This is an optimization exercise on Yosys and OpenROAD, whose aim is small area and a short achievable clock period, not a production implementation.
Only simulation tests tie the RTL to the original design; equivalence was not proved.
In every run shown here, the design's own scripts or RTL, not TritonCTS, make the clock network.
The clock input has no modelled driver; a real chip could not lean on it and would need a root buffer or a full tree.
Power figures rest on the tool's default switching activity, not on a simulated workload.

==> design/flow/config.mk <==
export PLATFORM = sky130hd
export DESIGN_NAME = pte_rx
export DESIGN_NICKNAME = pte_rx
export VERILOG_FILES = /design/flow/design.v
export SDC_FILE = /design/flow/constraint.sdc
export NUM_CORES = 4
export LEC_CHECK = 0
export CAP_MARGIN = 20
export CORE_MARGIN = 2
export CORE_UTILIZATION = 60
export SETUP_SLACK_MARGIN = 3.1
export SLEW_MARGIN = 20
==> design/flow/constraint.sdc <==
create_clock -name core_clock -period 5.0 [get_ports {clk}]
set_input_delay 1.0000 -clock core_clock [delete_from_list [all_inputs] [get_ports {clk}]]
set_output_delay 1.0000 -clock core_clock [all_outputs]
set_load 0.01 [all_outputs]
==> design/flow/design.v <==
module pte_crc8_rom (
    input  wire [7:0] idx,
    output wire [7:0] val
);
  assign val[0] = idx[0] ^ idx[6] ^ idx[7];
  assign val[1] = idx[0] ^ idx[1] ^ idx[6];
  assign val[2] = idx[0] ^ idx[1] ^ idx[2] ^ idx[6];
  assign val[3] = idx[1] ^ idx[2] ^ idx[3] ^ idx[7];
  assign val[4] = idx[2] ^ idx[3] ^ idx[4];
  assign val[5] = idx[3] ^ idx[4] ^ idx[5];
  assign val[6] = idx[4] ^ idx[5] ^ idx[6];
  assign val[7] = idx[5] ^ idx[6] ^ idx[7];
endmodule
module pte_rx (
    input  wire        clk,
    input  wire        rst,             
    input  wire        in_valid,
    input  wire [7:0]  in_byte,
    output reg         res_valid,
    output wire [7:0]  res_code,        
    output wire [15:0] res_data_len,    
    output wire [7:0]  res_opt_len,     
    output wire [2:0]  res_addr_ctl,    
    output wire        res_ext_hdr_valid,
    output wire [7:0]  res_ext_hdr,
    output wire [47:0] res_orig,        
    output wire        res_dest_valid,
    output wire [31:0] res_dest,        
    output wire [1:0]  res_kind,        
    output wire [31:0] res_data,        
    output wire [7:0]  res_subtel,      
    output wire [15:0] res_rssi_dbm     
);
  localparam [7:0] SYNC      = 8'h55;
  localparam [7:0] PT_RADIO  = 8'h0A;
  reg         rv;             
  reg  [7:0]  rb;             
  always @(posedge clk) begin
    rv <= in_valid && !rst;
    rb <= in_byte;
  end
  localparam [2:0] A_WAIT = 3'd0;    
  localparam [2:0] A_LH   = 3'd1;    
  localparam [2:0] A_LL   = 3'd2;    
  localparam [2:0] A_OL   = 3'd3;    
  localparam [2:0] A_PT   = 3'd4;    
  localparam [2:0] A_HC   = 3'd5;    
  localparam [2:0] A_BODY = 3'd6;    
  reg  [2:0]  ast;
  reg  [15:0] data_len;
  reg  [7:0]  opt_len;
  reg  [15:0] cnt;            
  reg         cnt_zero;       
  reg         cnt_one;        
  reg         in_opt;         
  reg  [7:0]  crc;            
  reg         hdr_bad;
  reg         pkt_bad;
  reg         oversize;       
  localparam [3:0] P_HDR  = 4'd0;
  localparam [3:0] P_EXTH = 4'd1;
  localparam [3:0] P_EXTK = 4'd2;
  localparam [3:0] P_ORIG = 4'd3;
  localparam [3:0] P_DEST = 4'd4;
  localparam [3:0] P_DATA = 4'd5;
  localparam [3:0] P_DCRC = 4'd6;
  localparam [3:0] P_SUB  = 4'd7;
  localparam [3:0] P_SIG  = 4'd8;
  localparam [3:0] P_DONE = 4'd9;    
  localparam [3:0] P_E23  = 4'd10;   
  reg  [3:0]  pst;
  reg  [2:0]  fcnt;           
  reg  [2:0]  addr_ctl;
  reg         ext_flag;
  reg  [3:0]  kind_sel;
  reg         dest_valid;
  reg  [7:0]  ext_hdr;
  reg  [47:0] orig;
  reg  [31:0] dest;
  reg  [31:0] data;
  reg  [7:0]  subtel;
  reg  [7:0]  rssi_lo;        
  reg         rssi_neg;       
  reg  [7:0]  dcrc;           
  reg  [4:0]  code;           
  wire [7:0]  crc_next;
  wire [7:0]  dcrc_next;
  pte_crc8_rom u_crc  (.idx(crc  ^ rb), .val(crc_next));
  pte_crc8_rom u_dcrc (.idx(dcrc ^ rb), .val(dcrc_next));
  function automatic [15:0] dec16(input [15:0] x);
    integer i;
    begin
      for (i = 0; i < 16; i = i + 1)
        dec16[i] = x[i] ^ ~(|(x & ((16'd1 << i) - 16'd1)));
    end
  endfunction
  function automatic [7:0] neg8(input [7:0] x);
    integer i;
    begin
      for (i = 0; i < 8; i = i + 1)
        neg8[i] = x[i] ^ (|(x & ((8'd1 << i) - 8'd1)));
    end
  endfunction
  function automatic cout8(input [7:0] a, input [7:0] b);
    integer i;
    reg c;
    begin
      c = 1'b0;
      for (i = 0; i < 8; i = i + 1)
        c = (a[i] & b[i]) | ((a[i] | b[i]) & c);
      cout8 = c;
    end
  endfunction
  wire [7:0]  csa_x = {data_len[7:3] ^ rb[7:3], ~(data_len[2:0] ^ rb[2:0])};
  wire [7:0]  csa_y = {data_len[7:3] & rb[7:3],  (data_len[2:0] | rb[2:0])};
  wire        lo_c  = cout8(csa_x, {csa_y[6:0], 1'b0});
  wire        hi_ff = &data_len[15:8];
  wire        hi_fe = (data_len[15:8] == 8'hFE);
  wire        oversize_in = (hi_ff && (csa_y[7] || lo_c)) || (hi_fe && csa_y[7] && lo_c);
  wire        opt_zero  = (opt_len == 8'd0);
  wire        at_trail  = in_opt ? cnt_one : (cnt_zero && opt_zero);
  wire        cnt_hi0   = (cnt[15:2] == 14'd0);
  wire        in_body   = rv && (ast == A_BODY);
  wire        last_byte = in_body && at_trail;
  wire        discard   = (ast == A_WAIT) || ((ast == A_PT) && oversize);
  wire [2:0]  orig_last = (rb[7:5] == 3'b000) ? 3'd2 :
                          (rb[7:5] == 3'b011) ? 3'd5 : 3'd3;
  wire [2:0]  data_last = (kind_sel == 4'd2) ? 3'd3 : 3'd0;
  wire        fcnt_zero = (fcnt == 3'd0);
  wire        kind_bad  = (kind_sel > 4'd2);
  wire        dl_short  = (data_len[15:3] == 13'd0) && (data_len[2:0] != 3'd7);
  reg  [7:0]  code_next;
  always @(*) begin
    if (hdr_bad)                               code_next = 8'h12;
    else if (pkt_bad)                          code_next = 8'h13;
    else if (dl_short)                         code_next = 8'h20;
    else if (addr_ctl[2])                      code_next = 8'h21;
    else if ((pst == P_DONE) && kind_bad)      code_next = 8'h22;
    else if (pst == P_E23)                     code_next = 8'h23;
    else if (pst != P_DONE)                    code_next = 8'h25;
    else if (crc != rb)                        code_next = 8'h24;
    else                                       code_next = 8'h00;
  end
  assign res_code = {2'b00, code[4:3], 1'b0, code[2:0]};
  always @(posedge clk) begin
    if (rst)
      ast <= A_WAIT;
    else if (rv) begin
      case (ast)
        A_WAIT: if (rb == SYNC) ast <= A_LH;
        A_LH:   ast <= A_LL;
        A_LL:   ast <= A_OL;
        A_OL:   ast <= A_PT;
        A_PT: begin
          if (!oversize)
            ast <= A_HC;
          else if (rb == SYNC)             
            ast <= A_LH;                   
          else
            ast <= A_WAIT;
        end
        A_HC:   ast <= A_BODY;
        A_BODY: if (at_trail) ast <= A_WAIT;
        default: ast <= A_WAIT;
      endcase
    end
  end
  always @(posedge clk) begin
    if (discard)
      crc <= 8'd0;
    else if (rv)
      crc <= crc_next;
  end
  always @(posedge clk) begin
    if (rv) begin
      if (ast == A_LH) data_len[15:8] <= rb;
      if (ast == A_LL) data_len[7:0]  <= rb;
      if (ast == A_OL) opt_len        <= rb;
      if (ast == A_OL) oversize       <= oversize_in;
      if (ast == A_PT) pkt_bad        <= (rb != PT_RADIO);
      if (ast == A_HC) hdr_bad        <= (crc != rb);
      if (last_byte)   code           <= {code_next[5:4], code_next[2:0]};
    end
  end
  always @(posedge clk) begin
    if (rv && ast == A_HC) begin
      cnt      <= data_len;
      cnt_zero <= (data_len == 16'd0);
      in_opt   <= 1'b0;
    end else if (in_body) begin
      if (!in_opt && cnt_zero) begin
        cnt      <= {8'd0, opt_len};
        cnt_one  <= (opt_len == 8'd1);
        in_opt   <= 1'b1;
      end else begin
        cnt      <= dec16(cnt);
        cnt_zero <= cnt_hi0 && (cnt[1:0] == 2'd1);
        cnt_one  <= cnt_hi0 && (cnt[1:0] == 2'd2);
      end
    end
  end
  always @(posedge clk) begin
    if (rst) res_valid <= 1'b0;
    else     res_valid <= last_byte;
  end
  always @(posedge clk) begin
    if (rv && ast == A_HC) begin
      pst  <= P_HDR;
    end else if (in_body) begin
      case (pst)
        P_HDR: begin
          addr_ctl     <= rb[7:5];
          ext_flag     <= rb[4];
          kind_sel     <= rb[3:0];
          dest_valid   <= (rb[7:5] == 3'b010);
          orig[23:0]   <= 24'd0;    
          data[23:0]   <= 24'd0;
          dcrc         <= 8'd0;
          fcnt         <= orig_last;
          if (rb[4])
            pst <= P_EXTH;
          else if (rb[3:0] == 4'hF)
            pst <= P_EXTK;
          else
            pst <= P_ORIG;
        end
        P_EXTH: begin
          ext_hdr <= rb;
          pst     <= (kind_sel == 4'hF) ? P_EXTK : P_ORIG;
        end
        P_EXTK: pst <= P_ORIG;
        P_ORIG: begin
          orig <= {orig[39:0], rb};
          if (fcnt_zero) begin
            fcnt <= dest_valid ? 3'd3 : data_last;
            pst  <= dest_valid ? P_DEST : kind_bad ? P_DONE : P_DATA;
          end else
            fcnt <= fcnt - 3'd1;
        end
        P_DEST: begin
          dest <= {dest[23:0], rb};
          if (fcnt_zero) begin
            fcnt <= data_last;
            pst  <= kind_bad ? P_DONE : P_DATA;
          end else
            fcnt <= fcnt - 3'd1;
        end
        P_DATA: begin
          data <= {data[23:0], rb};
          dcrc <= dcrc_next;
          if (fcnt_zero)
            pst <= P_DCRC;
          else
            fcnt <= fcnt - 3'd1;
        end
        P_DCRC: pst <= (dcrc != rb) ? P_E23 : P_SUB;
        P_SUB: begin
          subtel <= rb;
          pst    <= P_SIG;
        end
        P_SIG: begin
          rssi_lo  <= neg8(rb);
          rssi_neg <= (rb != 8'd0);
          pst      <= P_DONE;
        end
        default: ;
      endcase
    end
  end
  assign res_data_len      = data_len;
  assign res_opt_len       = opt_len;
  assign res_addr_ctl      = addr_ctl;
  assign res_ext_hdr_valid = ext_flag;
  assign res_ext_hdr       = ext_hdr;
  assign res_orig          = orig;
  assign res_dest_valid    = dest_valid;
  assign res_dest          = dest;
  assign res_kind          = kind_sel[1:0];
  assign res_data          = data;
  assign res_subtel        = subtel;
  assign res_rssi_dbm      = {{8{rssi_neg}}, rssi_lo};
endmodule
==> design/flow/flow/run.sh <==
#!/bin/bash
# Layout: the standard flow (standard synthesis included), with
# - port buffers of the smallest plain buffer instead of the delay buffer
#   that buffer_ports picks by itself;
# - a hand-built two-level clock tree (flow/cts_hook.tcl) in place of
#   TritonCTS's three-level one.
set -euo pipefail
bash standard.sh BUFFER_PORTS_ARGS="-buffer_cell sky130_fd_sc_hd__buf_1" \
  PRE_CTS_TCL="$PWD/flow/cts_hook.tcl" finish > standard_flow.log 2>&1
==> design/flow/flow/cts_hook.tcl <==
# PRE_CTS hook: build the clock tree by hand (see mycts.tcl) with two buffer
# levels instead of TritonCTS's three, then skip TritonCTS.
source [file join [file dirname [info script]] mycts.tcl]
set nsinks [llength [[[ord::get_db_block] findNet clk] getITerms]]
set nleaf [expr {max(4, ($nsinks + 19) / 20)}]
my_cts $nleaf 4 sky130_fd_sc_hd__clkbuf_16 sky130_fd_sc_hd__clkbuf_16
rename clock_tree_synthesis {}
proc clock_tree_synthesis { args } { puts "clock tree already built by cts_hook.tcl" }
set_propagated_clock [all_clocks]
==> design/flow/flow/mycts.tcl <==
# Two-level (or one-level) clock tree built by hand: the clock port drives
# NROOT buffers (or NLEAF leaf buffers directly when NROOT is 0); each leaf
# buffer drives one cluster of flip-flop clock pins, clustered by k-means on
# their placed locations.
proc my_cts { nleaf nroot leafcell rootcell } {
  set db [ord::get_db]
  set block [ord::get_db_block]
  set clknet [$block findNet clk]
  set sinks {}
  foreach it [$clknet getITerms] {
    lappend sinks $it
  }
  set n [llength $sinks]
  # sink locations
  set xs {}; set ys {}
  foreach it $sinks {
    set b [[$it getInst] getBBox]
    lappend xs [expr {([$b xMin] + [$b xMax]) / 2.0}]
    lappend ys [expr {([$b yMin] + [$b yMax]) / 2.0}]
  }
  # k-means, seeded along a sorted order
  set order [lsort -indices -real $xs]
  set cx {}; set cy {}
  for {set k 0} {$k < $nleaf} {incr k} {
    set i [lindex $order [expr {int(($k + 0.5) * $n / $nleaf)}]]
    lappend cx [lindex $xs $i]; lappend cy [lindex $ys $i]
  }
  for {set iter 0} {$iter < 50} {incr iter} {
    set asg {}
    for {set i 0} {$i < $n} {incr i} {
      set best 0; set bd 1e30
      for {set k 0} {$k < $nleaf} {incr k} {
        set d [expr {abs([lindex $xs $i] - [lindex $cx $k]) + abs([lindex $ys $i] - [lindex $cy $k])}]
        if {$d < $bd} { set bd $d; set best $k }
      }
      lappend asg $best
    }
    # balance: cap cluster size
    set sx [lrepeat $nleaf 0.0]; set sy [lrepeat $nleaf 0.0]; set sc [lrepeat $nleaf 0]
    for {set i 0} {$i < $n} {incr i} {
      set k [lindex $asg $i]
      lset sx $k [expr {[lindex $sx $k] + [lindex $xs $i]}]
      lset sy $k [expr {[lindex $sy $k] + [lindex $ys $i]}]
      lset sc $k [expr {[lindex $sc $k] + 1}]
    }
    for {set k 0} {$k < $nleaf} {incr k} {
      if {[lindex $sc $k] > 0} {
        lset cx $k [expr {[lindex $sx $k] / [lindex $sc $k]}]
        lset cy $k [expr {[lindex $sy $k] / [lindex $sc $k]}]
      }
    }
  }
  set lm [$db findMaster $leafcell]
  set rm [$db findMaster $rootcell]
  # root buffers
  set drv_nets {}
  if {$nroot > 0} {
    set mx 0.0; set my 0.0
    foreach x $cx y $cy { set mx [expr {$mx + $x}]; set my [expr {$my + $y}] }
    set mx [expr {$mx / $nleaf}]; set my [expr {$my / $nleaf}]
    for {set r 0} {$r < $nroot} {incr r} {
      set inst [odb::dbInst_create $block $rm "clkroot_$r"]
      set net [odb::dbNet_create $block "clknet_root_$r"]
      $net setSigType CLOCK
      [$inst findITerm A] connect $clknet
      [$inst findITerm X] connect $net
      $inst setLocation [expr {int($mx)}] [expr {int($my)}]
      $inst setPlacementStatus PLACED
      lappend drv_nets $net
    }
  } else {
    lappend drv_nets $clknet
  }
  for {set k 0} {$k < $nleaf} {incr k} {
    set inst [odb::dbInst_create $block $lm "clkleaf_$k"]
    set net [odb::dbNet_create $block "clknet_leaf_$k"]
    $net setSigType CLOCK
    [$inst findITerm A] connect [lindex $drv_nets [expr {$k % [llength $drv_nets]}]]
    [$inst findITerm X] connect $net
    $inst setLocation [expr {int([lindex $cx $k])}] [expr {int([lindex $cy $k])}]
    $inst setPlacementStatus PLACED
    for {set i 0} {$i < $n} {incr i} {
      if {[lindex $asg $i] == $k} {
        set it [lindex $sinks $i]
        $it disconnect
        $it connect $net
      }
    }
  }
  $clknet setSigType CLOCK
}
==> design/flow/standard.sh <==
#!/bin/bash
# synth_recipe.tcl (not shown) runs the flow's synth.tcl, then flattens the netlist and writes it again
# the make line also repeats each setting of config.mk as NAME=value (left out here)
make -C /OpenROAD-flow-scripts/flow DESIGN_CONFIG=/design/flow/config.mk WORK_HOME=/design/flow/orfs CLKGATE_MAP_FILE= SYNTH_SCRIPT=/design/flow/synth_recipe.tcl "${@:-finish}"
==> results of run 1 <==
==> cells by family after synthesis <==
group	count (synthesis)	synth area share, %
and+or+nand+nor	207	11.69
adders and majority gates	27	3.460
muxes	4	0.4357
buffers and inverters	67	3.511
DFF	233	69.00
AOI/OAI and AO/OA	89	6.036
xor gates and xnor gates	56	5.831
other	1	0.03841
==> cell usage in the layout (no fill, tap or decap), types with 10 or more instances in the layout <==
cell type  synthesis  routed
clkbuf_2           0      25
inv_1             23      19
o21ai_0           24      19
nand2_1           34      30
xor2_1            12      11
xnor2_1           38      28
a21oi_1           21      21
nor2_1            49      45
clkbuf_16          0      16
and3_1            48      47
edfxtp_1         207     207
dfxtp_1           26      14
dfxtp_4            0      10
ha_1              27      25
buf_6              4      12
buf_1              1     151
buf_4             14      86
==> Yosys cell counts (5+ instances only) <==
cell type	instances	area share [%]
nand2b_1	6	0.38
clkbuf_1	18	0.69
nor2b_1	9	0.58
nor2_1	49	1.9
o31ai_1	5	0.38
nor3_1	13	0.67
a21oi_1	21	1.1
dfxtp_1	26	5.3
inv_1	23	0.88
xor2_1	12	1.1
nand3_1	6	0.31
buf_4	14	1.1
nand2_1	34	1.3
o21ai_0	24	1.2
xnor2_1	38	3.4
nand4_1	7	0.45
ha_1	27	3.5
and3_1	48	3.1
buf_2	7	0.36
a211oi_1	7	0.54
edfxtp_1	207	64
nor3b_1	5	0.38
==> state kept, by name, indices dropped and copies added (netlist names), 3 cells and up <==
signal / cells
data: 32
fcnt: 3
dest: 32
orig: 48
pst: 4
ast: 3
ext_hdr: 8
subtel: 8
dcrc: 8
opt_len: 8
rb: 8
rssi_lo: 8
crc: 8
addr_ctl: 3
data_len: 16
code: 5
kind_sel: 4
cnt: 16
==> repair_timing <==
item | CTS | global route
endpoints found under the setup margin | 289 | 212
buffers inserted | 42 | 42
cloned | 3 | 1
resized for setup | 75 | 83
pin swaps | 5 | 8
==> final cells by class <==
cell class	instances	area, sq um	area share, %
Timing Repair Buffer	285	1608	13.15
Multi-Input combinational cell	388	3064	25.06
Tap cell	216	270.3	2.210
Sequential cell	233	6777	55.42
Timing Repair inverter	2	12.51	0.1023
Buffer	16	400.4	3.274
Inverter	23	96.34	0.7879
==> worst min path at each step <==
stage	startpoint	slack (ns)	cells after the start	endpoint
2_1_floorplan	oversize	0.43	1	ast[2]
4_1_cts	dest[9]	0.45	0	dest[17]
5_1_grt	orig[21]	0.45	0	orig[29]
3_3_place_gp	orig[39]	0.43	0	orig[47]
6_report	dest[9]	0.45	0	dest[17]
3_5_place_dp	orig[37]	0.43	0	orig[45]
==> routing by layer <==
| metal | track usage, % | vias to the layer above | share of wire [%] | wire length, microns |
|---|---|---|---|---|
| met5 | 0 | - | 0 | 0 |
| met4 | 6.763 | 0 | 2.6 | 599 |
| met3 | 4.090 | 42 | 7.5 | 1750 |
| met2 | 43.43 | 321 | 50 | 11770 |
| met1 | 33.25 | 3271 | 40 | 9317 |
| li1 | - | 3025 | - | - |
==> report_power, final <==
part           internal (uW)  total (uW)  switching [uW]
clock network            573        1150             579
logic                   67.9         139            71.3
registers               2090        2110            10.7
==> through the flow <==
step / area, sq um / total power (uW) / hold slack, ns / util, % / setup WS (ns)
after floorplan: 9814 / 2229 / 0.4277 / - / 2.623
after global placement: 10620 / 2255 / 0.4286 / 66.83 / 2.276
after detailed placement: 10620 / 2259 / 0.4342 / 66.83 / 2.216
after CTS: 11640 / 3394 / 0.4514 / 73.25 / 3.043
after global routing: 12230 / 3488 / 0.4494 / 76.98 / 3.005
final: 12230 / 3396 / 0.4487 / 76.98 / 3.039
==> key figures, run 1 <==
Timing
  • Worst Tran Pin Value: 0.7166 ns
  • Fmax: 509.9 MHz
  • Clock skew: 0.04597 ns
  • Relative slew slack: 51.97%
  • Fin Setup TNS: 0 ns
  • Setup-failing EPs final: 0
  • Final min period: 1.961 ns
  • Final Slew Violations: 0
  • Final period utilization: 39.22%
  • Hold Fails Final Rpt: 0
  • RSZ-0062 raised after global routing: true

Worst setup path
  • Stages on worst setup path: 2
  • WP buf/inv: 2
  • Crit path max fanout: 8
  • Setup CP Type: flip-flop to output port
  • CP Data Required Time: 4.00 ns
  • CP dominant cell by count: buf_6
  • Top delay family on crit path: flip-flops
  • Cell Chain, Critical Path: buf_6, buf_6
  • CP startpoint: rssi_neg
  • CP startpoint kind: flip-flop
  • Cells on worst reg2reg path: 5
  • FF-to-FF End: cnt_zero
  • CP peak stage delay: 0.39 ns
  • Worst setup path endpoint: res_rssi_dbm[9]
  • R2R Path Start: data_len[7]
  • Crit-path slowest cell: edfxtp_1
  • WP data arrival: 0.96 ns
  • Worst R2R Setup Slack: 3.09 ns
  • Worst Setup End Kind: output port

Yosys
  • Unique masters post-synth: 64
  • Mean cell area of the mapped netlist: 14.27 sq um
  • Synth Flop Type: edfxtp_1
  • Cell Area, Synth: 9763 sq um
  • Syn. warnings: 1
  • Synthesized instance count: 684
  • Post-synthesis register bit count: 233
  • EDFF count, synth: 207
  • FFs w/ async S/R, synth: 0%
  • Seq/Total Area, Yosys: 69.00%

Placed design
  • Placer Congestion: 0.8861
  • Detailed Place HPWL: 14.58 mm
  • Dpl cells: 1059
  • Port buffer count: 191

GRT
  • GRT overflow: 0
  • Initial antenna violation count: 0
  • Number of global-route vias before repair: 6337
  • Total GRT Usage: 25.10%
  • First-pass GRT wire length: 34.60 mm
  • Largest net degree at the start of global routing: 40

Power
  • Power per Cell Area: 277.7 nW/um^2
  • Static Leak: 0.004557 uW
  • Peak supply drop: 0.0002217 V

Drt
  • DR vias: 6659
  • Routed Antenna Nets: 0
  • Routed wire length: 23.44 mm
  • Drt first pass iters: 5
  • Avg Vias per Cell: 5.726
  • 1st-iter DRT viols: 814
  • Drc violations: 0
  • Wirelength per Cell: 20.15 microns

Job
  • Total of max-cap violations: 0

Floorplanning
  • Die height: 131.6 microns
  • Core ar.: 15890 sq um
  • Site Rows: 46
  • Die W: 131.6 microns
  • Boundary pin count: 195
  • Initial Utilization: 61.46%
  • Die area: 17310 sq um

Cells and area
  • Fill cells: 1022
  • Antenna cell count: 0
  • Share of cells above drive strength 1: 24.60%
  • Layout area overhead: 25.25%
  • Final cell count without fillers: 1163
  • Nets: 987

Clock tree
  • Hold_buf cts: 0
  • Worst-path clk slew: 0.07 ns
  • Worst skew pair latency: 0.33 ns

Outcome
  • Outcome: no timing/DRC/antenna violations

Min path
  • Worst min-delay path class: flip-flop to flip-flop
==> run 2, diff against run 1 <==
--- a/design/flow/config.mk
+++ b/design/flow/config.mk
@@ -6,7 +6,8 @@
 export NUM_CORES = 4
 export LEC_CHECK = 0
+export ABC_AREA = 1
 export CAP_MARGIN = 20
 export CORE_MARGIN = 2
 export CORE_UTILIZATION = 60
-export SETUP_SLACK_MARGIN = 3.1
+export SETUP_SLACK_MARGIN = 3.0
 export SLEW_MARGIN = 20
==> run 2 against run 1 <==
Combinational power down 39%. Highest routed layer unchanged. Largest power group unchanged. First-iteration DRC count down 38%. Critical path depth down 1. Area after synthesis up 1.3%. Clock power about the same. Critical path type unchanged.
==> key figures, run 2 <==
Cells and area
  • Most flops, register: orig
  • Final instance area: 11550 sq um
  • Most common cell after layout, fill and taps aside: edfxtp_1
  • Share of cells above drive strength 1: 9.012%
  • Nets: 1083
  • Layout area overhead: 16.74%
  • Max FFs per register: 48
  • Final cell count without fillers: 1259
  • Most frequent cells in the layout: edfxtp_1 (207), buf_1 (189), inv_1 (121)
  • Antenna cell count: 0
  • Biggest regs: orig (48), data (32), dest (32)

Drt
  • DR vias: 6694
  • Routed Antenna Nets: 0
  • Routed wire length: 22.53 mm
  • Drt first pass iters: 5
  • 1st-iter DRT viols: 503
  • Drc violations: 0
  • Avg Vias per Cell: 5.317
  • Wirelength per Cell: 17.90 microns

Worst setup path
  • Cell Chain, Critical Path: buf_1
  • CP Data Required Time: 4.00 ns
  • Worst R2R Setup Slack: 3.11 ns
  • WP buf/inv: 1
  • Setup CP Type: flip-flop to output port
  • WP data arrival: 1.02 ns
  • Crit-path slowest cell: edfxtp_1
  • CP peak stage delay: 0.49 ns
  • Worst Setup End Kind: output port
  • CP startpoint kind: flip-flop
  • Crit path max fanout: 8
  • Cells on worst reg2reg path: 11
  • FF-to-FF End: oversize
  • Top delay family on crit path: flip-flops
  • R2R Path Start: rb[1]

Power
  • Peak supply drop: 0.0002873 V
  • Static Leak: 0.004368 uW
  • Power per Cell Area: 290.4 nW/um^2

Timing
  • Final period utilization: 40.40%
  • RSZ-0062 raised after global routing: true
  • Worst Tran Pin Value: 1.010 ns
  • Fin Setup TNS: 0 ns
  • Fmax: 495.1 MHz
  • Setup-failing EPs final: 0
  • Relative slew slack: 32.39%
  • Hold Fails Final Rpt: 0
  • Clock skew: 0.04129 ns
  • Final min period: 2.020 ns
  • Final Slew Violations: 0

Yosys
  • Post-synthesis register bit count: 233
  • FFs w/ async S/R, synth: 0%
  • Cell Area, Synth: 9891 sq um
  • EDFF count, synth: 207
  • Mean cell area of the mapped netlist: 11.76 sq um
  • Synth top area cells: edfxtp_1 (63%), dfxtp_1 (5.3%), inv_1 (4.6%)
  • Synth area leader: edfxtp_1
  • Seq/Total Area, Yosys: 68.11%
  • Synth Flop Type: edfxtp_1
  • Syn. warnings: 1
  • Unique masters post-synth: 43
  • Most common cell in the netlist: edfxtp_1
  • Synthesized instance count: 841
  • Synth top cells by count: edfxtp_1 (207), inv_1 (122), nor2_1 (116)
  • Synth top area share: 62.85%

Clock tree
  • Worst-path clk slew: 0.09 ns
  • Worst skew pair latency: 0.32 ns

GRT
  • First-pass GRT wire length: 33.86 mm
  • Number of global-route vias before repair: 6084
  • Largest net degree at the start of global routing: 32
  • GRT overflow: 0
  • Initial antenna violation count: 0
  • Total GRT Usage: 24.57%

Floorplanning
  • Site Rows: 46
  • Initial Utilization: 61.82%
  • Boundary pin count: 195
  • Core ar.: 16000 sq um
  • Die W: 132.4 microns
  • Die area: 17530 sq um
  • Die height: 132.4 microns

Placed design
  • Dpl cells: 1225
  • Placer Congestion: 0.8917
  • Detailed Place HPWL: 15.45 mm
  • DP Area: 10770 sq um
  • Port buffer count: 191

Min path
  • Worst hold endpoint: orig[30]
  • Hold path startpoint: orig[22]
  • Hold Path Stages: 0
  • Worst min-delay path class: flip-flop to flip-flop

Job
  • Total of max-cap violations: 0

Outcome
  • Outcome: no timing/DRC/antenna violations
==> run 2: worst max path at each step <==
stage	cells past startpoint	to	slack (ns)	from
detailed placement	4	orig[43]	2.26	rv
global route	8	pst[2]	2.93	fcnt[0]
global placement	4	orig[45]	2.33	rv
floorplan	6	rssi_lo[0]	2.97	ast[2]
CTS	1	res_rssi_dbm[14]	2.98	rssi_neg
finish	1	res_rssi_dbm[14]	2.98	rssi_neg
==> run 2: layout make-up <==
class                      count  area [sq um]
buffer                        16         400.4
tap                          216         270.3
fill                        1180          4454
multi-input combinational    454          2705
inverter                     133         505.5
timing repair buffer         207         914.6
sequential                   233          6750
==> run 2: stage by stage <==
step	power (uW)	util [%]	hold WS (ns)	worst slack, ns
after floorplan	2216	-	0.4501	2.968
after global placement	2243	67.28	0.4287	2.329
after detailed placement	2243	67.28	0.4325	2.259
after CTS	3369	71.17	0.4541	2.981
after global routing	3444	72.16	0.4615	2.927
final	3353	72.16	0.4501	2.980
==> run 2: repair_timing <==
item,4_1_cts,5_1_grt
setup endpoints to repair,224,168
hold buffers,0,0
pin swaps,3,4
buffers inserted,8,5
gates resized for setup,24,18
gates cloned,5,0
==> run 2: routing by layer <==
layer | routed length, microns | global-route usage, %
met5 | 0 | 0
met4 | 584 | 5.496
met3 | 1726 | 3.345
met2 | 10470 | 39.61
met1 | 9757 | 36.14
==> run 2: logic make-up after synthesis <==
group / after synthesis / synth area share, %
XOR/XNOR: 35 / 3.327
flip-flops: 233 / 68.11
AO/OA/AOI/OAI: 73 / 4.719
buffers and inverters: 161 / 6.819
AND/OR/NAND/NOR: 311 / 13.57
other: 1 / 0.03791
adder cells (fa/ha/maj): 27 / 3.416
==> run 2: where the power goes <==
part | internal, uW | switching [uW]
logic | 31.3 | 53.9
clock network | 573 | 580
registers | 2100 | 16.9
==> run 3, diff against run 2 <==
--- a/design/flow/config.mk
+++ b/design/flow/config.mk
@@ -6,8 +6,7 @@
 export NUM_CORES = 4
 export LEC_CHECK = 0
-export ABC_AREA = 1
 export CAP_MARGIN = 20
 export CORE_MARGIN = 2
-export CORE_UTILIZATION = 60
+export CORE_UTILIZATION = 80
 export SETUP_SLACK_MARGIN = 3.0
 export SLEW_MARGIN = 20
==> run 3 against run 2 <==
Largest cell class unchanged. Cell count is 17% lower. Clock power is 3% higher. Flip-flop and latch count stayed put. Sequential power hardly changed. Cell area hardly changed. Register-to-register slack worse by 0.51 ns. Die area is 25% lower. Fmax is 16% lower.
==> key figures, run 3 <==
Placed design
  • Dpl cells: 992
  • Detailed Place HPWL: 15.19 mm
  • Place WS: 2.055 ns
  • Port buffer count: 191
  • DP Area: 10540 sq um
  • Placer Congestion: 0.9335

Cells and area
  • Most frequent cells in the layout: edfxtp_1 (207), buf_1 (184), and3_1 (47)
  • Most common cell after layout, fill and taps aside: edfxtp_1
  • Nets: 940
  • Most flops, register: orig
  • Layout area overhead: 18.36%
  • Max FFs per register: 48
  • Final cell count without fillers: 1048
  • Share of cells above drive strength 1: 15.22%
  • Final instance area: 11560 sq um
  • Fill cells: 222
  • Biggest regs: orig (48), data (32), dest (32)

GRT
  • GR Layer Usage met2: 66.47%
  • GRT overflow: 0
  • Most Used Layer, Global Route: met2
  • Largest net degree at the start of global routing: 33
  • First-pass GRT wire length: 38.74 mm
  • Total GRT Usage: 39.16%
  • Met1 GRT Util: 49.21%
  • Met3 Use GR: 7.200%
  • Number of global-route vias before repair: 6870
  • Initial antenna violation count: 0

Timing
  • Worst Tran Pin Value: 1.047 ns
  • Final Hold Slack: 0.4506 ns
  • Clock skew: 0.04103 ns
  • Final min period: 2.400 ns
  • Fmax: 416.7 MHz
  • Final period utilization: 47.99%
  • RSZ-0062 raised after global routing: true
  • Final Slew Violations: 0
  • Hold Fails Final Rpt: 0
  • Fin Setup TNS: 0 ns
  • Setup ws final: 2.600 ns
  • Setup-failing EPs final: 0
  • Relative slew slack: 29.68%

Worst setup path
  • CP startpoint kind: flip-flop
  • Setup CP Type: flip-flop to flip-flop
  • Worst Setup End Kind: flip-flop
  • WP data arrival: 2.46 ns
  • Crit path max fanout: 6
  • CP Data Required Time: 5.06 ns

Floorplanning
  • Initial Utilization: 81.62%
  • Site Rows: 40
  • Die height: 114.5 microns
  • Die area: 13100 sq um
  • Core ar.: 11960 sq um
  • Die W: 114.5 microns
  • Boundary pin count: 195

Drt
  • DR vias: 7767
  • Routed Antenna Nets: 0
  • Drt first pass iters: 6
  • 1st-iter DRT viols: 1499
  • Routed wire length: 31.94 mm
  • Avg Vias per Cell: 7.411
  • Wirelength per Cell: 30.48 microns
  • Drc violations: 0

Job
  • Total of max-cap violations: 0

Yosys
  • EDFF count, synth: 207
  • Mean cell area of the mapped netlist: 14.27 sq um
  • Most common cell in the netlist: edfxtp_1
  • Synth top cells by count: edfxtp_1 (207), nor2_1 (49), and3_1 (48)
  • Post-synthesis register bit count: 233
  • Seq/Total Area, Yosys: 69.00%
  • Synth top area cells: edfxtp_1 (64%), dfxtp_1 (5.3%), ha_1 (3.5%)
  • Unique masters post-synth: 64
  • Syn. warnings: 1
  • FFs w/ async S/R, synth: 0%
  • Synth area leader: edfxtp_1
  • Synth top area share: 63.67%
  • Synthesized instance count: 684
  • Synth Flop Type: edfxtp_1
  • Cell Area, Synth: 9763 sq um

Power
  • Static Leak: 0.004162 uW
  • Power per Cell Area: 298.2 nW/um^2
  • Peak supply drop: 0.0002588 V

Clock tree
  • Worst-path clk slew: 0.10 ns
  • Hold_buf cts: 0
  • Worst skew pair latency: 0.33 ns

Min path
  • Worst min-delay path class: flip-flop to flip-flop

Outcome
  • Outcome: no timing/DRC/antenna violations
## run 3: cell types whose count changed after synthesis, sizes merged, moves of 18 or more
cell	delta
nand3	-37
nand2	-81
xnor2	+18
inv	-108
and3	+45
nor2	-70
## run 3: report_power, final
group / leakage [uW] / total, uW / switching [uW] / internal, uW
combinational: 0.00185 / 150 / 89.0 / 61.0
clock: 0.000197 / 1190 / 613 / 574
sequential: 0.00212 / 2110 / 12.2 / 2100
## run 3: cells by family after synthesis
logic type | share of synthesized area, %
XOR/XNOR | 5.831
AO/OA/AOI/OAI | 6.036
multiplexers | 0.4357
other | 0.03841
buffers and inverters | 3.511
adder cells (fa/ha/maj) | 3.460
flip-flops | 69.00
AND/OR/NAND/NOR | 11.69
## run 3: repair_timing
item / in CTS / in global routing
resized for setup: 32 / 49
buffers inserted: 9 / 25
gates cloned: 4 / 1
pin swaps: 3 / 6
endpoints found under the setup margin: 265 / 201
## run 3: through the flow
stage | util [%] | total power (uW)
after detailed placement | 88.11 | 2260
after global routing | 96.59 | 3485
final | 96.61 | 3446
after CTS | 93.14 | 3368
after floorplan | - | 2229
after global placement | 88.11 | 2254
## run 3: routing by layer
layer / up-vias / share of wire, % / routed length (microns)
li1: 2939 / - / -
met1: 3544 / 29 / 9251
met2: 963 / 47 / 14990
met3: 321 / 15 / 4662
met4: 0 / 9.5 / 3042
met5: - / 0 / 0
## run 3: path summary, 6_finish.rpt
check / from / endpoint / slack, ns / cells past startpoint
setup / recovery: data_len[8] / code[4] / 2.60 / 5
hold / removal: data[23] / data[31] / 0.45 / 0
setup reg to reg: data_len[8] / code[4] / 2.60 / 5
hold reg to reg: data[23] / data[31] / 0.45 / 0
## run 3: cell type report
class / count / area, sq um / area share [%]
flip-flops and latches: 233 / 6763 / 58.52
multi-input cells: 390 / 2963 / 25.64
repair buffers: 237 / 1135 / 9.820
plain buffers: 16 / 400.4 / 3.465
well taps: 147 / 183.9 / 1.592
inverters: 23 / 101.3 / 0.8770
repair inverters: 1 / 7.507 / 0.06496
diodes: 1 / 2.502 / 0.02165
## run 3: worst max-delay path, cell delays in order, from the launching register on
cell and delay, ns:
edfxtp_1 0.51, nor4_1 0.49, nand4_1 0.27, a31oi_2 0.28, nor2_1 0.13, a31oi_1 0.45
==> run 4, diff against run 3 <==
--- a/design/flow/config.mk
+++ b/design/flow/config.mk
@@ -8,5 +8,5 @@
 export CAP_MARGIN = 20
 export CORE_MARGIN = 2
-export CORE_UTILIZATION = 80
+export CORE_UTILIZATION = 75
 export SETUP_SLACK_MARGIN = 3.0
 export SLEW_MARGIN = 20
==> run 4 against run 3 <==
Combinational power decreased by 17%. Wire length decreased by 19%. Clock skew about the same. Fmax increased by 14%. Highest routed layer unchanged.
==> key figures, run 4 <==
Outcome
  • Outcome: no timing/DRC/antenna violations

GRT
  • Number of global-route vias before repair: 6568
  • Initial antenna violation count: 0
  • First-pass GRT wire length: 35.72 mm
  • GRT overflow: 0
  • Largest net degree at the start of global routing: 33
  • Total GRT Usage: 32.89%

Drt
  • Routed wire length: 25.79 mm
  • DR vias: 6999
  • 1st-iter DRT viols: 1013
  • Avg Vias per Cell: 6.609
  • Drc violations: 0
  • Drt first pass iters: 8
  • Wirelength per Cell: 24.35 microns
  • Routed Antenna Nets: 0

Clock tree
  • Worst skew pair latency: 0.33 ns
  • Worst-path clk slew: 0.08 ns

Yosys
  • FFs w/ async S/R, synth: 0%
  • Synth top cells by count: edfxtp_1 (207), nor2_1 (49), and3_1 (48)
  • Synth top area cells: edfxtp_1 (64%), dfxtp_1 (5.3%), ha_1 (3.5%)
  • EDFF count, synth: 207
  • Syn. warnings: 1
  • Synth area leader: edfxtp_1
  • Mean cell area of the mapped netlist: 14.27 sq um
  • Most common cell in the netlist: edfxtp_1
  • Post-synthesis register bit count: 233
  • Synth Flop Type: edfxtp_1
  • Unique masters post-synth: 64
  • Cell Area, Synth: 9763 sq um
  • Synthesized instance count: 684
  • Synth top area share: 63.67%
  • Seq/Total Area, Yosys: 69.00%

Worst setup path
  • Cell Chain, Critical Path: buf_4, nor3b_1, a211oi_1, a2111oi_0, a21oi_1, nor2_1
  • CP startpoint: rb[6]
  • CP peak stage delay: 0.57 ns
  • CP Data Required Time: 5.24 ns
  • WP buf/inv: 1
  • R2R Path Start: rb[6]
  • Worst Setup End Kind: flip-flop
  • Crit path max fanout: 9
  • Setup CP Type: flip-flop to flip-flop
  • CP startpoint kind: flip-flop
  • Crit-path slowest cell: a2111oi_0
  • Top delay family on crit path: compound AO/OA/AOI/OAI gates
  • WP data arrival: 2.35 ns

Timing
  • RSZ-0062 raised after global routing: true
  • Setup ws final: 2.894 ns
  • Final Slew Violations: 0
  • Fmax: 474.7 MHz
  • Fin Setup TNS: 0 ns
  • Hold Fails Final Rpt: 0
  • Relative slew slack: 33.38%
  • Clock skew: 0.04074 ns
  • Final min period: 2.106 ns
  • Setup-failing EPs final: 0
  • Final period utilization: 42.13%
  • Worst Tran Pin Value: 0.9917 ns

Cells and area
  • Final cell count without fillers: 1059
  • Antenna cell count: 0
  • Nets: 927
  • Layout area overhead: 17.24%
  • Max FFs per register: 48
  • Most flops, register: orig
  • Share of cells above drive strength 1: 12.97%
  • Storage element area: 6761 sq um
  • Multi-input gate area: 2927 sq um
  • Fill cells: 493
  • Final instance area: 11450 sq um
  • Most common cell after layout, fill and taps aside: edfxtp_1
  • Biggest regs: orig (48), data (32), dest (32)
  • Most frequent cells in the layout: edfxtp_1 (207), buf_1 (187), and3_1 (47)

Floorplanning
  • Die W: 118.1 microns
  • Core ar.: 12670 sq um
  • Die area: 13950 sq um
  • Site Rows: 41
  • Boundary pin count: 195
  • Initial Utilization: 77.05%
  • Die height: 118.1 microns

Min path
  • Hold path startpoint: orig[17]
  • Worst min-delay path class: flip-flop to flip-flop

Power
  • Power, Total: 3393 uW
  • Peak supply drop: 0.0002177 V
  • Static Leak: 0.004078 uW
  • Power per Cell Area: 296.5 nW/um^2

Placed design
  • DP Area: 10560 sq um
  • Port buffer count: 191
  • Placer Congestion: 0.9840
  • Detailed Place HPWL: 14.91 mm
  • Place WS: 2.050 ns
  • Dpl cells: 1016

Job
  • Total of max-cap violations: 0
==> run 4: cell families after synthesis <==
| group | share of synthesized area [%] |
|---|---|
| flip-flops | 69.00 |
| AND/OR/NAND/NOR | 11.69 |
| AO/OA/AOI/OAI | 6.036 |
| buffers and inverters | 3.511 |
| XOR/XNOR | 5.831 |
| adder cells (fa/ha/maj) | 3.460 |
| multiplexers | 0.4357 |
| other | 0.03841 |
==> run 4: routing by layer <==
metal  vias up  track usage (%)  routed length (microns)
met5         -                0                        0
met4         0            15.74                     1471
met3       118            4.797                     2791
met2       604            55.71                    13070
met1      3367            42.21                     8457
li1       2910                -                        -
==> run 4: worst paths after layout <==
path / end / slack, ns / cells past startpoint
worst max-delay path: ast[0] / 2.89 / 6
worst min-delay path: orig[25] / 0.44 / 0
worst max register to register: ast[0] / 2.89 / 6
worst min register to register: orig[25] / 0.44 / 0
==> run 4: cell type report <==
cell class              instances  area share, %
flip-flops and latches        233          59.07
multi-input cells             389          25.57
repair buffers                225          9.062
plain buffers                  16          3.498
well taps                     172          1.880
inverters                      23         0.8526
repair inverters                1        0.06559
==> run 4: stage by stage <==
stage / hold WS [ns] / util [%]
floorplan: 0.4277 / -
global placement: 0.4250 / 83.36
detailed placement: 0.4324 / 83.36
CTS: 0.4388 / 88.11
global route: 0.4526 / 90.33
finish: 0.4419 / 90.33
==> run 4: timing repair <==
action / CTS / global route
buffers inserted: 9 / 14
pin swaps: 3 / 4
endpoints found under the setup margin: 262 / 122
gates resized for setup: 31 / 34
endpoints found under the hold margin: 0 / 0
gates cloned: 4 / 0
hold buffers: 0 / 0
==> run 4: report_power, final <==
part,switching (uW),total [uW],internal [uW]
Sequential,12.3,2110,2100
Combinational,70.9,125,53.6
Clock,587,1160,573
Total,671,3390,2720
==> run 5, diff against run 4 <==
--- a/design/flow/config.mk
+++ b/design/flow/config.mk
@@ -8,5 +8,5 @@
 export CAP_MARGIN = 20
 export CORE_MARGIN = 2
-export CORE_UTILIZATION = 75
+export CORE_UTILIZATION = 65
 export SETUP_SLACK_MARGIN = 3.0
 export SLEW_MARGIN = 20
==> run 5 against run 4 <==
Still clean. Worst setup slack improved by 0.11 ns. Critical path depth decreased by 5. Clock power about the same. Utilization decreased by 12 points. Critical endpoint is now res_rssi_dbm[10].
==> key figures, run 5 <==
Yosys
  • Seq/Total Area, Yosys: 69.00%
  • Post-synthesis register bit count: 233
  • Synth top cells by count: edfxtp_1 (207), nor2_1 (49), and3_1 (48)
  • Synthesized instance count: 684
  • Synth top area cells: edfxtp_1 (64%), dfxtp_1 (5.3%), ha_1 (3.5%)
  • Synth area leader: edfxtp_1
  • Unique masters post-synth: 64
  • Synth Flop Type: edfxtp_1
  • Syn. warnings: 1
  • Synth top area share: 63.67%
  • Cell Area, Synth: 9763 sq um
  • FFs w/ async S/R, synth: 0%
  • Mean cell area of the mapped netlist: 14.27 sq um
  • Most common cell in the netlist: edfxtp_1
  • EDFF count, synth: 207

Drt
  • DR vias: 6420
  • Routed Antenna Nets: 0
  • Drt first pass iters: 6
  • Routed wire length: 22.12 mm
  • Wirelength per Cell: 20.62 microns
  • Avg Vias per Cell: 5.983
  • Drc violations: 0
  • 1st-iter DRT viols: 691

Floorplanning
  • Site Rows: 44
  • Die height: 126.6 microns
  • Die area: 16020 sq um
  • Initial Utilization: 66.92%
  • Boundary pin count: 195
  • Die W: 126.6 microns
  • Core ar.: 14590 sq um

Timing
  • Fmax: 500.4 MHz
  • Final min period: 1.998 ns
  • Setup-failing EPs final: 0
  • Clock skew: 0.02069 ns
  • RSZ-0062 raised after global routing: true
  • Final Slew Violations: 0
  • Final period utilization: 39.97%
  • Fin Setup TNS: 0 ns
  • Final Hold Slack: 0.4299 ns
  • Hold Fails Final Rpt: 0
  • Relative slew slack: 48.92%
  • Worst Tran Pin Value: 0.7621 ns

Cells and area
  • Biggest regs: orig (48), data (32), dest (32)
  • Layout area overhead: 16.90%
  • Core Util, Final: 78.23%
  • Most flops, register: orig
  • Most frequent cells in the layout: edfxtp_1 (207), buf_1 (189), and3_1 (47)
  • Share of cells above drive strength 1: 12.15%
  • Antenna cell count: 0
  • Most common cell after layout, fill and taps aside: edfxtp_1
  • Max FFs per register: 48
  • Nets: 929

Worst setup path
  • Crit-path slowest cell: edfxtp_1
  • WP data arrival: 1.00 ns
  • CP startpoint: rssi_neg
  • CP peak stage delay: 0.51 ns
  • FF-to-FF End: ext_hdr[4]
  • Crit path max fanout: 8
  • CP Data Required Time: 4.00 ns
  • Top delay family on crit path: flip-flops
  • Worst R2R Setup Slack: 3.00 ns
  • WP buf/inv: 1
  • Cells on worst reg2reg path: 6
  • R2R Path Start: ast[1]
  • Worst Setup End Kind: output port
  • Setup CP Type: flip-flop to output port
  • CP startpoint kind: flip-flop
  • Cell Chain, Critical Path: clkbuf_2

Min path
  • Hold Path Stages: 0
  • Worst hold endpoint: dest[30]
  • Hold path startpoint: dest[22]
  • Worst min-delay path class: flip-flop to flip-flop

GRT
  • Number of global-route vias before repair: 5912
  • GRT overflow: 0
  • Largest net degree at the start of global routing: 33
  • First-pass GRT wire length: 32.84 mm
  • Total GRT Usage: 26.02%
  • Initial antenna violation count: 0

Job
  • Total of max-cap violations: 0

Power
  • Peak supply drop: 0.0002360 V
  • Power per Cell Area: 295.2 nW/um^2
  • Static Leak: 0.004056 uW

Clock tree
  • Worst-path clk slew: 0.09 ns
  • Worst skew pair latency: 0.31 ns

Placed design
  • Placer Congestion: 0.9305
  • Detailed Place HPWL: 14.36 mm
  • Port buffer count: 191

Outcome
  • Outcome: no timing/DRC/antenna violations
-- run 5: cell counts after synthesis --
No cell type changed its count.
-- run 5: area by class of cell --
type / instances / area (sq um)
plain buffers: 16 / 400.4
fillers: 871 / 3176
inverters: 23 / 93.84
multi-input cells: 389 / 2869
flip-flops and latches: 233 / 6765
well taps: 184 / 230.2
repair buffers: 227 / 1047
repair inverters: 1 / 7.507
-- run 5: power by group --
group | switching (uW) | leakage [uW] | internal [uW] | total (uW)
logic | 62.6 | 0.00174 | 53.1 | 116
clock network | 571 | 0.000197 | 573 | 1140
registers | 14.0 | 0.00212 | 2100 | 2110
total | 647 | 0.00406 | 2720 | 3370
-- run 5: cells by family after synthesis --
group / after synthesis / share of synthesized area [%]
flip-flops: 233 / 69.00
AO/OA/AOI/OAI: 89 / 6.036
XOR/XNOR: 56 / 5.831
adder cells (fa/ha/maj): 27 / 3.460
other: 1 / 0.03841
buffers and inverters: 67 / 3.511
AND/OR/NAND/NOR: 207 / 11.69
multiplexers: 4 / 0.4357
-- run 5: worst max-delay path by stage --
stage,end,slack (ns),cells after the start
final,res_rssi_dbm[10],3.00,1
after global routing,ext_hdr[6],2.92,6
after CTS,ext_hdr[6],2.89,5
after detailed placement,orig[3],2.08,5
after global placement,orig[5],2.21,5
after floorplan,dest[0],2.62,3
-- run 5: repair_timing --
item                       4_1_cts  5_1_grt
cloned                           4        0
resized for setup               27       23
pin swaps                        3        2
hold buffers                     0        0
setup endpoints to repair      265      112
hold endpoints to repair         0        0
setup buffers                    7       19
-- run 5: per-layer routing --
layer	wire [microns]	global-route usage, %	vias up	share of wire (%)
li1	-	-	2910	-
met1	8752	36.52	3151	40
met2	11060	44.35	318	50
met3	1762	3.627	41	8.0
met4	549	5.365	0	2.5
met5	0	0	-	0
-- run 5: stage by stage --
| stage | setup WS [ns] | instances | area [sq um] | total power, uW |
|---|---|---|---|---|
| global route | 2.922 | 1073 | 11410 | 3454 |
| detailed placement | 2.082 | 1027 | 10570 | 2259 |
| finish | 3.002 | 1073 | 11410 | 3369 |
| floorplan | 2.623 | 686 | 9808 | 2229 |
| CTS | 2.887 | 1054 | 11140 | 3378 |
| global placement | 2.207 | 1027 | 10570 | 2254 |
==> run 6, diff against run 5 <==
--- a/design/flow/config.mk
+++ b/design/flow/config.mk
@@ -8,5 +8,5 @@
 export CAP_MARGIN = 20
 export CORE_MARGIN = 2
-export CORE_UTILIZATION = 65
+export CORE_UTILIZATION = 60
 export SETUP_SLACK_MARGIN = 3.0
 export SLEW_MARGIN = 20
==> run 6 against run 5 <==
Still clean on timing, DRC and antenna. Hold slack gained 0.021 ns. Synthesized cell count is the same. Combinational power is essentially flat. Critical path depth is the same. Clock power is essentially flat. Total power grew 0.18%. Clock skew grew 0.0088 ns. Register-to-register slack gained 0.03 ns. Die area grew 8.1%. Utilization shrank 6.2 points. Critical endpoint is now res_kind[0]. Largest cell class unchanged.
==> key figures, run 6 <==
Timing
  • Clock skew: 0.02951 ns
  • Hold Fails Final Rpt: 0
  • Worst Tran Pin Value: 0.7669 ns
  • Final period utilization: 40.17%
  • Fin Setup TNS: 0 ns
  • Final min period: 2.009 ns
  • RSZ-0062 raised after global routing: true
  • Fmax: 497.8 MHz
  • Setup-failing EPs final: 0
  • Final Slew Violations: 0
  • Relative slew slack: 48.68%
  • Final Hold Slack: 0.4514 ns

Worst setup path
  • Worst R2R Setup Slack: 3.03 ns
  • Worst Setup End Kind: output port
  • CP Data Required Time: 4.00 ns
  • FF-to-FF End: pst[3]
  • Crit path max fanout: 4
  • Crit-path slowest cell: edfxtp_1
  • Top delay family on crit path: flip-flops
  • Cells on worst reg2reg path: 5
  • WP data arrival: 1.01 ns
  • CP peak stage delay: 0.48 ns
  • WP buf/inv: 1
  • CP startpoint kind: flip-flop
  • R2R Path Start: pst[1]
  • Setup CP Type: flip-flop to output port
  • Cell Chain, Critical Path: buf_1

Cells and area
  • Antenna cell count: 0
  • Layout area overhead: 17.28%
  • Nets: 928
  • Max FFs per register: 48
  • Most common cell after layout, fill and taps aside: edfxtp_1
  • Biggest regs: orig (48), data (32), dest (32)
  • Most frequent cells in the layout: edfxtp_1 (207), buf_1 (188), and3_1 (47)
  • Share of cells above drive strength 1: 12.84%
  • Most flops, register: orig
  • Storage element area: 6765 sq um
  • Multi-input gate area: 2863 sq um
  • Fill cells: 1101

Drt
  • Drc violations: 0
  • Wirelength per Cell: 19.77 microns
  • Drt first pass iters: 5
  • Routed Antenna Nets: 0
  • Avg Vias per Cell: 5.681
  • DR vias: 6272
  • 1st-iter DRT viols: 626
  • Routed wire length: 21.83 mm

GRT
  • Total GRT Usage: 24.07%
  • Number of global-route vias before repair: 6013
  • Initial antenna violation count: 0
  • GRT overflow: 0
  • Largest net degree at the start of global routing: 49
  • First-pass GRT wire length: 33.18 mm

Yosys
  • Synth top area cells: edfxtp_1 (64%), dfxtp_1 (5.3%), ha_1 (3.5%)
  • Seq/Total Area, Yosys: 69.00%
  • FFs w/ async S/R, synth: 0%
  • Cell Area, Synth: 9763 sq um
  • Synth top cells by count: edfxtp_1 (207), nor2_1 (49), and3_1 (48)
  • EDFF count, synth: 207
  • Unique masters post-synth: 64
  • Synthesized instance count: 684
  • Mean cell area of the mapped netlist: 14.27 sq um
  • Post-synthesis register bit count: 233
  • Synth area leader: edfxtp_1
  • Most common cell in the netlist: edfxtp_1
  • Synth Flop Type: edfxtp_1
  • Synth top area share: 63.67%
  • Syn. warnings: 1

Power
  • Static Leak: 0.004068 uW
  • Power per Cell Area: 294.8 nW/um^2
  • Peak supply drop: 0.0002419 V

Floorplanning
  • Initial Utilization: 61.46%
  • Die W: 131.6 microns
  • Site Rows: 46
  • Boundary pin count: 195
  • Core ar.: 15890 sq um
  • Die height: 131.6 microns
  • Die area: 17310 sq um

Min path
  • Hold Path Stages: 0
  • Hold path startpoint: orig[33]
  • Worst hold endpoint: orig[41]
  • Worst min-delay path class: flip-flop to flip-flop

Placed design
  • Port buffer count: 191
  • Detailed Place HPWL: 14.36 mm
  • Placer Congestion: 0.9145

Outcome
  • Outcome: no timing/DRC/antenna violations

Clock tree
  • Worst skew pair latency: 0.32 ns
  • Worst-path clk slew: 0.09 ns
  • Hold_buf cts: 0

Job
  • Total of max-cap violations: 0
[run 6: cell counts after synthesis]
No cell type changed its count.
[run 6: kinds of logic (layout without fill, tap and decap cells)]
group | Yosys count | after routing | share of synthesized area, %
xor+xnor | 56 | 56 | 5.831
simple gates | 207 | 209 | 11.69
flops | 233 | 233 | 69.00
compound gates | 89 | 89 | 6.036
buf+inv | 67 | 267 | 3.511
mux | 4 | 4 | 0.4357
fa+ha+maj | 27 | 27 | 3.460
other cells | 1 | 3 | 0.03841
[run 6: power breakdown]
part	total, uW	switching [uW]	internal (uW)
clock	1150	576	573
sequential	2110	13.6	2100
combinational	116	62.3	53.8
[run 6: cell type report]
class / count / area share (%)
repair buffers: 227 / 9.168
multi-input cells: 388 / 25.00
flip-flops and latches: 233 / 59.09
inverters: 23 / 0.8196
repair inverters: 1 / 0.06557
plain buffers: 16 / 3.497
well taps: 216 / 2.360
[run 6: what timing repair did]
action	in CTS	in global routing
endpoints found under the setup margin	221	187
resized for setup	33	24
endpoints found under the hold margin	0	0
pin swaps	2	2
buffers inserted	9	16
cloned	3	0
[run 6: metal layers]
metal | track usage [%] | wire (microns)
met5 | 0 | 0
met3 | 3.704 | 1473
met4 | 5.495 | 528
met2 | 40.75 | 10650
met1 | 33.29 | 9168
[run 6: worst max path at each step]
stage | start | endpoint | slack, ns | cells after the start
6_report | kind_sel[0] | res_kind[0] | 2.99 | 1
5_1_grt | pst[1] | pst[1] | 2.87 | 5
4_1_cts | ast[1] | cnt[1] | 2.99 | 5
3_5_place_dp | rv | rssi_lo[6] | 2.29 | 2
3_3_place_gp | rv | orig[15] | 2.42 | 4
2_1_floorplan | ast[0] | dest[0] | 2.62 | 3
[run 6: through the flow]
step	total power, uW	std cells	setup slack (ns)	utilization, %	instance area, sq um
3_3_place_gp	2256	1060	2.416	66.84	10620
3_5_place_dp	2259	1060	2.287	66.87	10620
6_report	3375	1104	2.991	72.08	11450
5_1_grt	3471	1104	2.871	72.08	11450
2_1_floorplan	2229	686	2.623	-	9808
4_1_cts	3386	1088	2.990	70.65	11220
==> run 7, diff against run 6 <==
--- a/design/flow/config.mk
+++ b/design/flow/config.mk
@@ -6,7 +6,8 @@
 export NUM_CORES = 4
 export LEC_CHECK = 0
+export ABC_CLOCK_PERIOD_IN_PS = 2000
 export CAP_MARGIN = 20
 export CORE_MARGIN = 2
-export CORE_UTILIZATION = 60
+export CORE_UTILIZATION = 70
 export SETUP_SLACK_MARGIN = 3.0
 export SLEW_MARGIN = 20
==> run 7 against run 6 <==
Via count is 2.2% higher. Cell area shrank 1.3%. Worst setup slack improved by 0.010 ns. Combinational power shrank 5%. Total power shrank 0.16%. First-iteration DRC count increased by 31%. Clock skew is 0.0070 ns lower. Hold slack worse by 0.016 ns. Largest cell class unchanged. Highest routed layer unchanged.
==> key figures, run 7 <==
Outcome
  • Outcome: no timing/DRC/antenna violations

Worst setup path
  • CP Data Required Time: 4.00 ns
  • Crit path max fanout: 8
  • Worst Setup End Kind: output port
  • CP startpoint: rssi_neg
  • Cells on worst reg2reg path: 4
  • R2R Path Start: pst[3]
  • WP data arrival: 1.00 ns
  • Top delay family on crit path: flip-flops
  • WP buf/inv: 1
  • Cell Chain, Critical Path: buf_2
  • CP peak stage delay: 0.50 ns
  • FF-to-FF End: code[4]
  • Worst R2R Setup Slack: 3.01 ns
  • Setup CP Type: flip-flop to output port
  • Stages on worst setup path: 1
  • CP startpoint kind: flip-flop
  • Worst setup path endpoint: res_rssi_dbm[15]
  • Crit-path slowest cell: edfxtp_1

Drt
  • Drc violations: 0
  • Drt first pass iters: 5
  • Routed Antenna Nets: 0
  • Routed wire length: 22.81 mm
  • 1st-iter DRT viols: 821
  • DR vias: 6412
  • Wirelength per Cell: 21.54 microns
  • Avg Vias per Cell: 6.055

GRT
  • GRT overflow: 0
  • Total GRT Usage: 29.92%
  • Initial antenna violation count: 0
  • Largest net degree at the start of global routing: 33
  • Number of global-route vias before repair: 6099
  • First-pass GRT wire length: 34.02 mm

Yosys
  • Mean cell area of the mapped netlist: 14.27 sq um
  • Seq/Total Area, Yosys: 69.00%
  • Synth top area cells: edfxtp_1 (64%), dfxtp_1 (5.3%), ha_1 (3.5%)
  • Post-synthesis register bit count: 233
  • Most common cell in the netlist: edfxtp_1
  • Synth Flop Type: edfxtp_1
  • Synthesized instance count: 684
  • Cell Area, Synth: 9763 sq um
  • Unique masters post-synth: 64
  • FFs w/ async S/R, synth: 0%
  • Syn. warnings: 1
  • Synth top area share: 63.67%
  • Synth area leader: edfxtp_1
  • EDFF count, synth: 207
  • Synth top cells by count: edfxtp_1 (207), nor2_1 (49), and3_1 (48)

Timing
  • Fmax: 500.3 MHz
  • Final Hold Slack: 0.4349 ns
  • Final min period: 1.999 ns
  • Final Slew Violations: 0
  • Final period utilization: 39.97%
  • Hold Fails Final Rpt: 0
  • Worst Tran Pin Value: 0.9943 ns
  • Clock skew: 0.02253 ns
  • Setup ws final: 3.001 ns
  • Relative slew slack: 33.21%
  • RSZ-0062 raised after global routing: true
  • Setup-failing EPs final: 0
  • Fin Setup TNS: 0 ns

Floorplanning
  • Core ar.: 13770 sq um
  • Die area: 14910 sq um
  • Die height: 122.1 microns
  • Site Rows: 43
  • Boundary pin count: 195
  • Initial Utilization: 70.88%
  • Die W: 122.1 microns

Placed design
  • Place WS: 2.070 ns
  • Placer Congestion: 0.9559
  • Port buffer count: 191
  • Detailed Place HPWL: 14.69 mm
  • Dpl cells: 1024
  • DP Area: 10570 sq um

Clock tree
  • Hold_buf cts: 0
  • Worst-path clk slew: 0.09 ns
  • Worst skew pair latency: 0.31 ns

Cells and area
  • Layout area overhead: 15.75%
  • Nets: 919
  • Final instance area: 11300 sq um
  • Most frequent cells in the layout: edfxtp_1 (207), buf_1 (189), and3_1 (47)
  • Biggest regs: orig (48), data (32), dest (32)
  • Most flops, register: orig
  • Final cell count without fillers: 1059
  • Most common cell after layout, fill and taps aside: edfxtp_1
  • Fill cells: 770
  • Share of cells above drive strength 1: 11.83%
  • Max FFs per register: 48
  • Antenna cell count: 0

Power
  • Power per Cell Area: 298.1 nW/um^2
  • Static Leak: 0.004008 uW
  • Peak supply drop: 0.0002803 V

Min path
  • Worst min-delay path class: flip-flop to flip-flop

Job
  • Total of max-cap violations: 0
==> run 7: cell counts after synthesis <==
Identical to the previous run, type by type.
==> run 7: cells by family (layout without fill, tap and decap cells) <==
| family | after synthesis | after routing | synth area share, % |
|---|---|---|---|
| DFF | 233 | 233 | 69.00 |
| buffers and inverters | 67 | 257 | 3.511 |
| muxes | 4 | 4 | 0.4357 |
| AOI/OAI and AO/OA | 89 | 89 | 6.036 |
| other | 1 | 3 | 0.03841 |
| xor gates and xnor gates | 56 | 56 | 5.831 |
| adders and majority gates | 27 | 27 | 3.460 |
| and+or+nand+nor | 207 | 210 | 11.69 |
==> run 7: repair_timing <==
item                       in CTS  in global routing
pin swaps                       3                  2
gates cloned                    4                  0
setup endpoints to repair     257                110
setup buffers                   7                  8
resized for setup              32                 20
==> run 7: cell type report <==
class,instances,area (sq um),share of cell area [%]
Sequential cell,233,6759,59.81
Multi-Input combinational cell,389,2869,25.39
Timing Repair Buffer,217,942.2,8.337
Buffer,16,400.4,3.543
Tap cell,180,225.2,1.993
Inverter,23,97.59,0.8636
Timing Repair inverter,1,7.507,0.06643
==> run 7: worst min-delay path by stage <==
stage                   from       end  slack, ns  cells past startpoint
global route        orig[17]  orig[25]       0.46                      0
global placement    orig[39]  orig[47]       0.43                      0
CTS                 orig[17]  orig[25]       0.44                      0
detailed placement  orig[17]  orig[25]       0.44                      0
finish              orig[17]  orig[25]       0.43                      0
floorplan           oversize    ast[2]       0.43                      1
==> run 7: where the power goes <==
group | internal (uW) | switching [uW] | total (uW)
registers | 2100 | 13.0 | 2110
clock network | 573 | 576 | 1150
logic | 49.5 | 60.8 | 110
==> run 7: layer usage <==
metal | GRT usage, % | wire length [microns] | up-vias
met3 | 4.541 | 2182 | 62
met5 | 0 | 0 | -
met1 | 40.09 | 8273 | 3097
li1 | - | - | 2896
met4 | 8.764 | 655 | 0
met2 | 51.43 | 11700 | 357
==> run 7: metrics by stage <==
stage / util, % / power, uW
floorplan: - / 2229
global placement: 76.76 / 2254
detailed placement: 76.76 / 2258
CTS: 80.97 / 3381
global route: 82.05 / 3455
finish: 82.05 / 3369
==> run 8, diff against run 7 <==
--- a/design/flow/config.mk
+++ b/design/flow/config.mk
@@ -6,5 +6,4 @@
 export NUM_CORES = 4
 export LEC_CHECK = 0
-export ABC_CLOCK_PERIOD_IN_PS = 2000
 export CAP_MARGIN = 20
 export CORE_MARGIN = 2
==> run 8 against run 7 <==
Still clean. Global-route usage is the same. Sequential power is essentially flat. Utilization unchanged. Register-to-register slack hardly changed. First-iteration DRC count is the same. Largest power group unchanged.
==> key figures, run 8 <==
Outcome
  • Outcome: no timing/DRC/antenna violations

Worst setup path
  • Worst Setup End Kind: output port
  • WP data arrival: 1.00 ns
  • R2R Path Start: pst[3]
  • FF-to-FF End: code[4]
  • CP startpoint kind: flip-flop
  • Stages on worst setup path: 1
  • CP peak stage delay: 0.50 ns
  • CP Data Required Time: 4.00 ns
  • Top delay family on crit path: flip-flops
  • Cells on worst reg2reg path: 4
  • Cell Chain, Critical Path: buf_2
  • Crit path max fanout: 8
  • Setup CP Type: flip-flop to output port
  • Crit-path slowest cell: edfxtp_1
  • WP buf/inv: 1
  • Worst R2R Setup Slack: 3.01 ns

Drt
  • Wirelength per Cell: 21.54 microns
  • Avg Vias per Cell: 6.055
  • Drc violations: 0
  • Met2 routed WL: 11.70 mm
  • Routed Antenna Nets: 0
  • DR vias: 6412
  • Routed wire length: 22.81 mm
  • DR top layer: met4
  • Routed metal-1 wire length: 8.273 mm
  • Met3 routed WL: 2.182 mm
  • Drt first pass iters: 5
  • 1st-iter DRT viols: 821

Cells and area
  • Layout area overhead: 15.75%
  • Most flops, register: orig
  • Biggest regs: orig (48), data (32), dest (32)
  • Most common cell after layout, fill and taps aside: edfxtp_1
  • Most frequent cells in the layout: edfxtp_1 (207), buf_1 (189), and3_1 (47)
  • Max FFs per register: 48
  • Nets: 919
  • Share of cells above drive strength 1: 11.83%
  • Antenna cell count: 0

GRT
  • First-pass GRT wire length: 34.02 mm
  • Initial antenna violation count: 0
  • GRT overflow: 0
  • Number of global-route vias before repair: 6099
  • Largest net degree at the start of global routing: 33
  • Total GRT Usage: 29.92%

Yosys
  • Synth Flop Type: edfxtp_1
  • Synthesized instance count: 684
  • Mean cell area of the mapped netlist: 14.27 sq um
  • Syn. warnings: 1
  • Synth top cells by count: edfxtp_1 (207), nor2_1 (49), and3_1 (48)
  • Post-synthesis register bit count: 233
  • Synth area leader: edfxtp_1
  • Unique masters post-synth: 64
  • Most common cell in the netlist: edfxtp_1
  • FFs w/ async S/R, synth: 0%
  • Seq/Total Area, Yosys: 69.00%
  • Cell Area, Synth: 9763 sq um
  • EDFF count, synth: 207
  • Synth top area cells: edfxtp_1 (64%), dfxtp_1 (5.3%), ha_1 (3.5%)
  • Synth top area share: 63.67%

Clock tree
  • Worst skew pair latency: 0.31 ns
  • Worst-path clk slew: 0.09 ns
  • Hold_buf cts: 0

Timing
  • Fmax: 500.3 MHz
  • Final period utilization: 39.97%
  • Fin Setup TNS: 0 ns
  • Relative slew slack: 33.21%
  • Setup-failing EPs final: 0
  • Clock skew: 0.02253 ns
  • Hold Fails Final Rpt: 0
  • RSZ-0062 raised after global routing: true
  • Final Slew Violations: 0
  • Final min period: 1.999 ns
  • Worst Tran Pin Value: 0.9943 ns

Min path
  • Worst min-delay path class: flip-flop to flip-flop
  • Hold Path Stages: 0
  • Hold path startpoint: orig[17]
  • Worst hold endpoint: orig[25]

Floorplanning
  • Die height: 122.1 microns
  • Core ar.: 13770 sq um
  • Die area: 14910 sq um
  • Die W: 122.1 microns
  • Site Rows: 43
  • Boundary pin count: 195
  • Initial Utilization: 70.88%

Placed design
  • Detailed Place HPWL: 14.69 mm
  • Placer Congestion: 0.9559
  • Port buffer count: 191

Power
  • Power per Cell Area: 298.1 nW/um^2
  • Power, Total: 3369 uW
  • Peak supply drop: 0.0002803 V
  • Static Leak: 0.004008 uW

Job
  • Total of max-cap violations: 0
[run 8: cell counts after synthesis]
Identical to the previous run, type by type.
[run 8: repair_timing]
item / CTS / global route
pin swaps: 3 / 2
hold endpoints to repair: 0 / 0
cloned: 4 / 0
setup buffers: 7 / 8
gates resized for setup: 32 / 20
endpoints found under the setup margin: 257 / 110
[run 8: kinds of logic (layout without fill, tap and decap cells)]
group	count (synthesis)	after routing	synth area share (%)
compound gates	89	89	6.036
mux	4	4	0.4357
other cells	1	3	0.03841
simple gates	207	210	11.69
buf+inv	67	257	3.511
xor+xnor	56	56	5.831
flops	233	233	69.00
fa+ha+maj	27	27	3.460
[run 8: worst max path at each step]
stage / start / to / slack [ns]
after floorplan: ast[0] / dest[0] / 2.62
after global placement: pst[0] / orig[15] / 2.20
after detailed placement: pst[0] / orig[23] / 2.07
after CTS: data_len[5] / res_data_len[5] / 3.00
after global routing: rb[0] / rssi_neg / 2.89
final: rssi_neg / res_rssi_dbm[15] / 3.00
[run 8: report_power, final]
group / internal (uW) / switching, uW / total (uW)
clock: 573 / 576 / 1150
sequential: 2100 / 13.0 / 2110
combinational: 49.5 / 60.8 / 110
total: 2720 / 650 / 3370
[run 8: area by class of cell]
class / count / area [sq um]
Buffer: 16 / 400.4
Fill cell: 770 / 2472
Inverter: 23 / 97.59
Multi-Input combinational cell: 389 / 2869
Sequential cell: 233 / 6759
Tap cell: 180 / 225.2
Timing Repair Buffer: 217 / 942.2
Timing Repair inverter: 1 / 7.507
[run 8: routing by layer]
| layer | vias up | GRT usage (%) |
|---|---|---|
| met5 | - | 0 |
| met4 | 0 | 8.764 |
| met3 | 62 | 4.541 |
| met2 | 357 | 51.43 |
| met1 | 3097 | 40.09 |
| li1 | 2896 | - |
[run 8: metrics by stage]
stage	hold slack (ns)	setup slack, ns	util [%]	area (sq um)	cells
2_1_floorplan	0.4277	2.623	-	9808	686
3_3_place_gp	0.4275	2.195	76.76	10570	1024
3_5_place_dp	0.4366	2.070	76.76	10570	1024
4_1_cts	0.4384	3.003	80.97	11150	1051
5_1_grt	0.4559	2.892	82.05	11300	1059
6_report	0.4349	3.001	82.05	11300	1059
